This design comes from an exercise in tuning for small area, a short achievable clock period and few clock cycles on the open sky130 flow, not from production work.
At most, simulation tests tie the RTL to the original design; equivalence was not proved.
Power and IR drop assume default switching activity.

Design line_decoder, start of the top module:
module line_decoder (
    input  wire               clk,
    input  wire               rst,
    input  wire               start,
    input  wire        [2:0]  cmd_scheme,
    input  wire        [15:0] cmd_ncells,
    input  wire signed [15:0] cmd_spb,
    input  wire        [11:0] cmd_fs,
    input  wire               s_valid,
    output wire               s_ready,
    input  wire signed [11:0] s_data,
    output reg                b_valid,
    output reg                b_bit,
    output reg                busy,
    output reg                done,
    output reg         [1:0]  res,
    output wire        [15:0] outlen
);
export LEC_CHECK = 0
export CAP_MARGIN = 20
export CORE_MARGIN = 2
export CORE_UTILIZATION = 40
export PLACE_DENSITY = 0.6
export SLEW_MARGIN = 20
create_clock -name core_clock -period 12.0 [get_ports {clk}]
standard.sh (not shown) runs the stock make flow with config.mk's settings and CLKGATE_MAP_FILE= SYNTH_SCRIPT=/design/flow/synth_recipe.tcl, a recipe that flattens the netlist after the stock synthesis.
==> flow/flow/run.sh <==
#!/bin/bash
# Standard layout, with timing repair aimed at a tighter setup target than the clock period.
set -euo pipefail
bash standard.sh SETUP_SLACK_MARGIN=8.7 CORE_UTILIZATION=60 PLACE_DENSITY=0.75 CTS_CLUSTER_SIZE=24 CTS_CLUSTER_DIAMETER=80 finish > standard_flow.log 2>&1
Change:
--- a/flow/design.v
+++ b/flow/design.v
@@ -93,23 +93,24 @@
     wire        h_end  = (hc == 14'd1);
     wire        c_end  = h_end && hb;
     wire        k_last = (kc == 16'd1);
     reg  signed [11:0] x1;
     reg         v1;
     reg         s1_p2, s1_cfirst, s1_hfirst, s1_h2, s1_hend, s1_cend, s1_last;
     reg         nxt_cfirst, nxt_hfirst;    
     reg  signed [14:0] y5;
     reg         v2t, v2;
     reg         s2_cfirst, s2_hfirst, s2_h2, s2_hend, s2_cend, s2_last;
-    wire signed [16:0] ta, tb, tc;   
-    wire        ci_ab;
-    wire        s3_rstab, s3_rstc;
+    reg  signed [16:0] tc, tb;      
+    wire signed [16:0] ta;
+    reg         s3_rstab, s3_rstc, s3_hend, s3_cend, s3_last;
+    reg         ci_ab;       
     wire        neg_a, neg_b, neg_c;
     reg         v4_hend, v4_cend, v4_last;
     reg         ref_nz, ref_pos;     
     reg         dm_bit;              
     reg  [7:0]  w_pre, w_pol;        
     reg  [3:0]  w_cnt;
     reg  [3:0]  skip;                
     reg         lb_pos;
     reg         flush;
     wire signed [16:0] tg, tl, tn;
@@ -255,40 +256,43 @@
         end
     end
     always @(posedge clk) begin
         if (!busy) begin
             tm  <= {2'b00, cmd_fs};
             tn1 <= 1'b0;
         end else if (v2t && y_gt) begin
             tm  <= y_m;
             tn1 <= y_n;
         end
+        tb <= !v2 ? 17'sd0 : (f_man && s2_h2) ? tn : tl;
+        ci_ab <= v2 && f_man && s2_h2;
+        tc <= !v2 ? 17'sd0 : tg;
+        s3_rstab <= v2 && (s2_cfirst || (f_dman && s2_hfirst));
+        s3_rstc  <= v2 && s2_cfirst;
+        s3_hend  <= v2 && s2_hend;
+        s3_cend  <= v2 && s2_cend;
+        s3_last  <= s2_last;
     end
-    assign ci_ab    = v2 && f_man && s2_h2;
-    assign tb       = !v2 ? 17'sd0 : ci_ab ? tn : tl;
-    assign tc       = !v2 ? 17'sd0 : tg;
-    assign ta       = ci_ab ? tn : tc;
-    assign s3_rstab = v2 && (s2_cfirst || (f_dman && s2_hfirst));
-    assign s3_rstc  = v2 && s2_cfirst;
+    assign ta = ci_ab ? tb : tc;
     bacc #(.INIT(32'hffffffff)) u_acc_a (.clk(clk), .restart(s3_rstab), .t(ta), .ci(ci_ab), .neg(neg_a));
     bacc #(.INIT(32'h00000000)) u_acc_b (.clk(clk), .restart(s3_rstab), .t(tb), .ci(ci_ab), .neg(neg_b));
     bacc #(.INIT(32'hffffffff)) u_acc_c (.clk(clk), .restart(s3_rstc),  .t(tc), .ci(1'b0),  .neg(neg_c));
     always @(posedge clk) begin
-        v4_last <= s2_last;
+        v4_last <= s3_last;
     end
     always @(posedge clk) begin
         if (rst) begin
             v4_hend <= 1'b0;
             v4_cend <= 1'b0;
         end else begin
-            v4_hend <= v2 && s2_hend;
-            v4_cend <= v2 && s2_cend;
+            v4_hend <= s3_hend;
+            v4_cend <= s3_cend;
         end
     end
     always @(posedge clk) begin
         if (rst) begin
             b_valid <= 1'b0;
             b_bit   <= 1'b0;
             flush   <= 1'b0;
         end else begin
             b_valid <= 1'b0;
             b_bit   <= 1'b0;
After rerunning: Area after synthesis increases by a few percent. Sequential cell count is higher by 40. Design area is lower by a few percent. Maximum frequency goes up by a few percent. Non-clock buffer count fell by 98. Total power decreases slightly. Worst setup slack is better by 230 ps. Final cell count went down by a few percent. Register-to-register slack gets better by 630 ps. Global-route usage came out lower by 4.0 points.
Testbench counts after the change, summed over its fixed seeds: cycles 62,204.
No functional check of the RTL was part of the first run of this note.

==> afterwards: timing with drivers on the ports <==
The flow's constraints put no driver on any port. The routed layouts listed below were extracted and timed again, unchanged, in two steps. Step 1 (the two cells are an assumption about what drives the block):
set clk [get_ports {clk}]
set_driving_cell -lib_cell sky130_fd_sc_hd__clkbuf_16 $clk
set_driving_cell -lib_cell sky130_fd_sc_hd__buf_2 [delete_from_list [all_inputs] $clk]
Step 2, shift: input delay + t, output delay - t, t = (earliest + latest rising clock arrival at the registers) / 2. This alone moves slack from input paths to output paths. a / b / c = ideal ports / drivers / drivers and shift; a / b = the first two.
run | t, ns | slack for setup (ns) | hold WS [ns] | slew at the worst register clock pin (ns) | worst data-port slew with drivers (ns)
the first run | 0.570 | 8.360 / 8.360 / 8.188 | 0.332 / 0.332 / 0.332 | 0.10 / 0.10 | 0.07
the second run | 0.569 | 8.585 / 8.535 / 8.166 | 0.331 / 0.331 / 0.331 | 0.10 / 0.10 | 0.05
After both steps every run listed still meets setup and hold. For the second run, which loses most, drivers alone change the setup slack by -0.050 ns; drivers and shift together by -0.419 ns.
